Source: an optimization exercise on an open RTL-to-GDS flow (aim: small area and a short achievable clock period). Production flows keep margins and buffers that such runs may drop.

==> build 81 <==
// cia402_fsm
module cia402_fsm (
  input  wire         clk,
  input  wire         rst,
  input  wire         start,
  input  wire         operational,
  input  wire         stop_req,
  input  wire [31:0]  cfg_target_vel,
  input  wire [7:0]   cfg_mode,
  input  wire [15:0]  cfg_max_torque,
  output wire         ex_req,
  input  wire         ex_valid,
  input  wire         ex_resp_fresh,
  input  wire [127:0] ex_in,
  input  wire [15:0]  ex_wkc,
  output wire [127:0] ex_out,
  output wire [2:0]   phase,
  output wire         exit_code,
  output wire [2:0]   dstate,
  output wire [32:0]  delta,
  output wire         delta_valid,
  output wire         moving,
  output wire         enable_evt,
  output wire [31:0]  enable_pos,
  output wire         report_valid,
  output wire [63:0]  report_cycle,
  output wire [15:0]  report_status,
  output wire [15:0]  report_control,
  output wire [31:0]  report_position,
  output wire [32:0]  report_delta,
  output wire [35:0]  report_rpm,
  output wire [31:0]  report_velocity,
  output wire [7:0]   report_mode,
  output wire [15:0]  report_wkc
);
==> flow/config.mk <==
export PLATFORM = sky130hd
export DESIGN_NAME = cia402_fsm
export DESIGN_NICKNAME = cia402_fsm
export VERILOG_FILES = /design/flow/design.v
export SDC_FILE = /design/flow/constraint.sdc
export NUM_CORES = 4
export LEC_CHECK = 0
export CAP_MARGIN = 20
export CORE_MARGIN = 2
export CORE_UTILIZATION = 40
export SETUP_SLACK_MARGIN = 5
export SLEW_MARGIN = 20
export SYNTH_HIERARCHICAL = 1
export SYNTH_MINIMUM_KEEP_SIZE = 0
==> flow/constraint.sdc <==
create_clock -name core_clock -period 8.0 [get_ports {clk}]
set_input_delay 1.6000 -clock core_clock [delete_from_list [all_inputs] [get_ports {clk}]]
set_output_delay 1.6000 -clock core_clock [all_outputs]
set_load 0.01 [all_outputs]
standard.sh (not shown) runs the stock make flow with config.mk's settings and CLKGATE_MAP_FILE= SYNTH_SCRIPT=/design/flow/synth_recipe.tcl, a recipe that flattens the netlist after the stock synthesis.
==> flow/flow/run.sh <==
#!/bin/bash
# The standard layout (standard.sh: the standard flow's synthesis, floorplan, place, CTS, route), with the
# port buffers that placement inserts on every input and output made from the small
# sky130_fd_sc_hd__buf_1 instead of the default pick; repair may still resize them.
set -euo pipefail
bash standard.sh 'BUFFER_PORTS_ARGS=-buffer_cell sky130_fd_sc_hd__buf_1' finish > standard_flow.log 2>&1
==> trial 21: changes against build 81 <==
--- a/flow/design.v
+++ b/flow/design.v
@@ -151,103 +151,24 @@
   input  wire k,
   input  wire r,
   output wire y
 );
   assign y = nrst && ((a && x) || (!(a && k) && r));
 endmodule
-module cia402_run (
-  input  wire c,
-  input  wire h,
-  input  wire zb,
-  input  wire ob,
-  output wire zero,
-  output wire ones
-);
-  assign zero = (c == h) && zb;
-  assign ones = (c != h) && ob;
-endmodule
-module cia402_ge (
-  input  wire [4:0] d,
-  input  wire       lz,
-  input  wire       lo,
-  output wire       ge1001,
-  output wire       ge24
-);
-  assign ge1001 = lo && (d[4] || (d[3] && (d[2] || d[1] || d[0])));
-  assign ge24   = !lz || (d[4] && d[3]);
-endmodule
-module cia402_mv (
-  input  wire z,
-  input  wire o,
-  input  wire ge1001,
-  input  wire ge24,
-  input  wire s,
-  input  wire q,
-  output wire y
-);
-  wire near = (z && !ge1001) || (o && ge24);
-  assign y = (s && !near) || q;
-endmodule
 module cia402_near (
-  input  wire [9:0] h,
-  input  wire [5:0] c,
-  input  wire [8:5] t,
-  input  wire [8:5] n,
+  input  wire [9:0] d,
   input  wire       z,
   input  wire       o,
   input  wire       s,
   input  wire       q,
   output wire       y
 );
-  wire [4:0] d;
-  genvar i;
-  generate
-    for (i = 0; i < 5; i = i + 1) begin : dl
-      cia402_x2 u (.a(h[i]), .b(c[i]), .y(d[i]));
-    end
-  endgenerate
-  wire lz, lo, ge1001, ge24;
-  cia402_run u_run (.c(c[5]), .h(h[5]), .zb(&(h[9:6] ~^ t[8:5])), .ob(&(h[9:6] ^ n[8:5])),
-                    .zero(lz), .ones(lo));
-  cia402_ge u_ge (.d(d), .lz(lz), .lo(lo), .ge1001(ge1001), .ge24(ge24));
-  cia402_mv u_mv (.z(z), .o(o), .ge1001(ge1001), .ge24(ge24), .s(s), .q(q), .y(y));
-endmodule
-module cia402_keep (
-  input  wire nrst,
-  input  wire x1,
-  input  wire x2,
-  input  wire e,
-  output wire y
-);
-  assign y = nrst && !x2 && !(x1 && e);
-endmodule
-module cia402_inc (
-  input  wire [63:0] a,
-  output wire [63:0] y
-);
-  wire [15:0] ga;
-  wire [15:0] gc;
-  wire [64:0] c;
-  genvar k, i;
-  generate
-    for (k = 0; k < 16; k = k + 1) begin : grp
-      assign ga[k] = &a[4*k+3:4*k];
-      if (k == 0) begin : g0
-        assign gc[k] = 1'b1;
-      end else begin : gk
-        assign gc[k] = &ga[k-1:0];
-      end
-      assign c[4*k] = gc[k];
-      for (i = 4 * k; i < 4 * k + 4; i = i + 1) begin : b
-        assign y[i] = a[i] ^ c[i];
-        if (i < 4 * k + 3) begin : n
-          assign c[i+1] = a[i] & c[i];
-        end
-      end
-    end
-  endgenerate
+  wire ge1001 = (&d[9:5]) && (d[4] || (d[3] && (d[2] || d[1] || d[0])));
+  wire ge24   = (|d[9:5]) || (d[4] && d[3]);
+  wire near   = (z && !ge1001) || (o && ge24);
+  assign y = (s && !near) || q;
 endmodule
 module cia402_fsm (
   input  wire         clk,
   input  wire         rst,
   input  wire         start,
   input  wire         operational,
@@ -305,13 +226,13 @@
   reg [2:0]   in_ds;           
   reg [31:0]  in_pos;          
   reg [31:0]  in_vel;          
   reg [7:0]   in_mode;         
   reg [32:0]  delta_q;         
   reg         moving_q;
-  reg [35:1]  rpm_q;           
+  reg [35:0]  rpm_q;           
   reg         enable_evt_q;
   reg         report_q;
   wire in_idle  = (phase_q == PH_IDLE);
   wire in_run   = (phase_q == PH_RUN);
   wire do_start = in_idle && start && operational;
   wire do_sfail = in_idle && start && !operational;
@@ -352,30 +273,27 @@
   wire cfg_on_next = !rst && (cfg_on || do_cycle || do_stop || do_drain);
   wire [31:0] ex_pos  = ex_in[47:16];
   wire [31:0] ex_vel  = ex_in[79:48];
   wire [31:0] sp_eff = start_pos & {32{motor_enabled}};
   wire [32:0] dA = {ex_pos[31], ex_pos};
   wire [32:0] dB = ~{sp_eff[31], sp_eff};
-  wire [32:0] ex_delta, dC;
+  wire [32:0] ex_delta;
+  wire [32:0] dC;
   cia402_add #(.W(33), .CI(1)) u_delta (.a(dA), .b(dB), .s(ex_delta), .co(dC));
-  wire [35:0] ex_rpm, rC;
+  wire [35:0] ex_rpm;
+  wire [35:0] rC;
   cia402_add #(.W(36), .CI(1)) u_rpm (.a({ex_vel, 4'd0}), .b(~{{4{ex_vel[31]}}, ex_vel}),
                                        .s(ex_rpm), .co(rC));
   wire [32:0] dH = dA ^ dB;
   wire [32:0] dO = dA | dB;
   wire [32:0] dN = dA & dB;
-  wire hi_zero, hi_ones;
-  cia402_run u_hi (.c(dC[10]), .h(dH[10]), .zb(&(dH[32:11] ~^ dO[31:10])),
-                   .ob(&(dH[32:11] ^ dN[31:10])), .zero(hi_zero), .ones(hi_ones));
-  wire keep_delta;
-  cia402_keep u_keep (.nrst(!rst), .x1(do_cycle && !motor_enabled && ex_resp_fresh),
-                      .x2(do_cycle && !motor_enabled && !ex_resp_fresh && q_open),
-                      .e(ex_open), .y(keep_delta));
+  wire hi_zero = (dC[10] == dH[10]) && (&(dH[32:11] ~^ dO[31:10]));
+  wire hi_ones = (dC[10] != dH[10]) && (&(dH[32:11] ^ dN[31:10]));
+  wire keep_delta = !rst && !do_latch;
   wire moving_nx;
-  cia402_near u_near (.h(dH[9:0]), .c(dC[5:0]), .t(dO[8:5]), .n(dN[8:5]),
-                      .z(hi_zero), .o(hi_ones),
+  cia402_near u_near (.d(ex_delta[9:0]), .z(hi_zero), .o(hi_ones),
                       .s(keep_delta && take_in && motor_enabled),
                       .q(keep_delta && !take_in && moving_q), .y(moving_nx));
   wire run_next   = rst || (run_flag && !stop_req);
   wire run_act_nx = !rst && !stop_req && (run_act_q || (do_start && run_flag));
   wire drain_nx   = !rst && (do_stop || (drain_q && !do_halt));
   wire [2:0] phase_next = rst      ? PH_IDLE   :
@@ -405,34 +323,43 @@
       motor_enabled <= 1'b0;
       in_sw         <= 16'd0;
       in_ds         <= 3'd0;
       in_pos        <= 32'd0;
       in_vel        <= 32'd0;
       in_mode       <= 8'd0;
-      rpm_q         <= 35'd0;
+      rpm_q         <= 36'd0;
       enable_evt_q  <= 1'b0;
       report_q      <= 1'b0;
     end else begin
       enable_evt_q <= do_latch;
       report_q     <= do_cycle && rep_hit;
       if (take_in) begin
         in_sw   <= ex_in[15:0];
         in_ds   <= ex_ds;
         in_pos  <= ex_pos;
         in_vel  <= ex_vel;
         in_mode <= ex_in[119:112];
-        rpm_q   <= ex_rpm[35:1];
+        rpm_q   <= ex_rpm;
       end
-      if (take_in && !motor_enabled)
-        start_pos <= ex_pos;
+      if (!motor_enabled)
+        start_pos <= take_in ? ex_pos : in_pos;
       if (do_latch)
         motor_enabled <= 1'b1;
     end
   end
   wire [63:0] cnt_inc;
-  cia402_inc u_inc (.a(cnt), .y(cnt_inc));
+  genvar k;
+  generate
+    for (k = 0; k < 64; k = k + 1) begin : incb
+      if (k == 0) begin : b0
+        assign cnt_inc[k] = !cnt[0];
+      end else begin : bk
+        assign cnt_inc[k] = cnt[k] ^ (&cnt[k-1:0]);
+      end
+    end
+  endgenerate
   always @(posedge clk) begin
     if (in_idle || do_stop)
       cnt <= 64'd0;
     else if (do_exch)
       cnt <= cnt_inc;
     if (in_idle)
@@ -456,11 +383,11 @@
   assign report_valid    = report_q;
   assign report_cycle    = cnt;
   assign report_status   = in_sw;
   assign report_control  = cw;
   assign report_position = in_pos;
   assign report_delta    = delta_q;
-  assign report_rpm      = {rpm_q, in_vel[0]};
+  assign report_rpm      = rpm_q;
   assign report_velocity = in_vel;
   assign report_mode     = in_mode;
   assign report_wkc      = wkc;
 endmodule
==> flow/config.mk (replaced) <==
export PLATFORM = sky130hd
export DESIGN_NAME = cia402_fsm
export DESIGN_NICKNAME = cia402_fsm
export VERILOG_FILES = /design/flow/design.v
export SDC_FILE = /design/flow/constraint.sdc
export NUM_CORES = 4
export LEC_CHECK = 0
export CAP_MARGIN = 20
export CORE_MARGIN = 2
export CORE_UTILIZATION = 65
export SETUP_SLACK_MARGIN = 5
export SLEW_MARGIN = 20
export SYNTH_HIERARCHICAL = 1
export SYNTH_MINIMUM_KEEP_SIZE = 0
==> qor summary <==
Row count: build 81 84; trial 21 65
Die Y: build 81 236 um; trial 21 182 um
Gate count after technology mapping: build 81 2736; trial 21 2589
Avg Cell Area, Syn: build 81 7.84 um^2; trial 21 7.99 um^2
Effective utilization at floorplan: build 81 40.7%; trial 21 65.8%
Result of the run: build 81 timing/DRC/antenna clean; trial 21 stopped before the end
Stage where the flow stopped: build 81 -; trial 21 I/O pin placement
Post-synth design cell area: build 81 0.0214 mm^2; trial 21 0.0207 mm^2
Chip Width: build 81 236 um; trial 21 182 um
Total of warnings raised by yosys: build 81 7; trial 21 7
No functional check of the RTL was part of any run of this note.

==> port drivers added, routing unchanged <==
How much do the figures lean on ideal ports? The routed layout below was timed once more, with nothing changed but the port constraints.
Step 1 assumes that a clkbuf_16 drives the clock port and a buf_2 every other input.
Step 2 times the ports against the registers' clock, not the clock port: input delays grow and output delays shrink by t, the midpoint of the rising clock arrivals with the driver on.
a / b / c = ideal / step 1 / step 2; a / b = the first two.
run: build 81
shift t [ns]: 0.613
setup WS [ns]: 4.955 / 4.934 / 4.322
worst setup path at the end: input to register
slew at the worst register clock pin (ns): 0.06 / 0.06
pins driven straight from the clock port: 1
After both steps build 81 still meets setup and hold. For build 81, drivers alone change the setup slack by -0.021 ns; drivers and shift together by -0.633 ns.
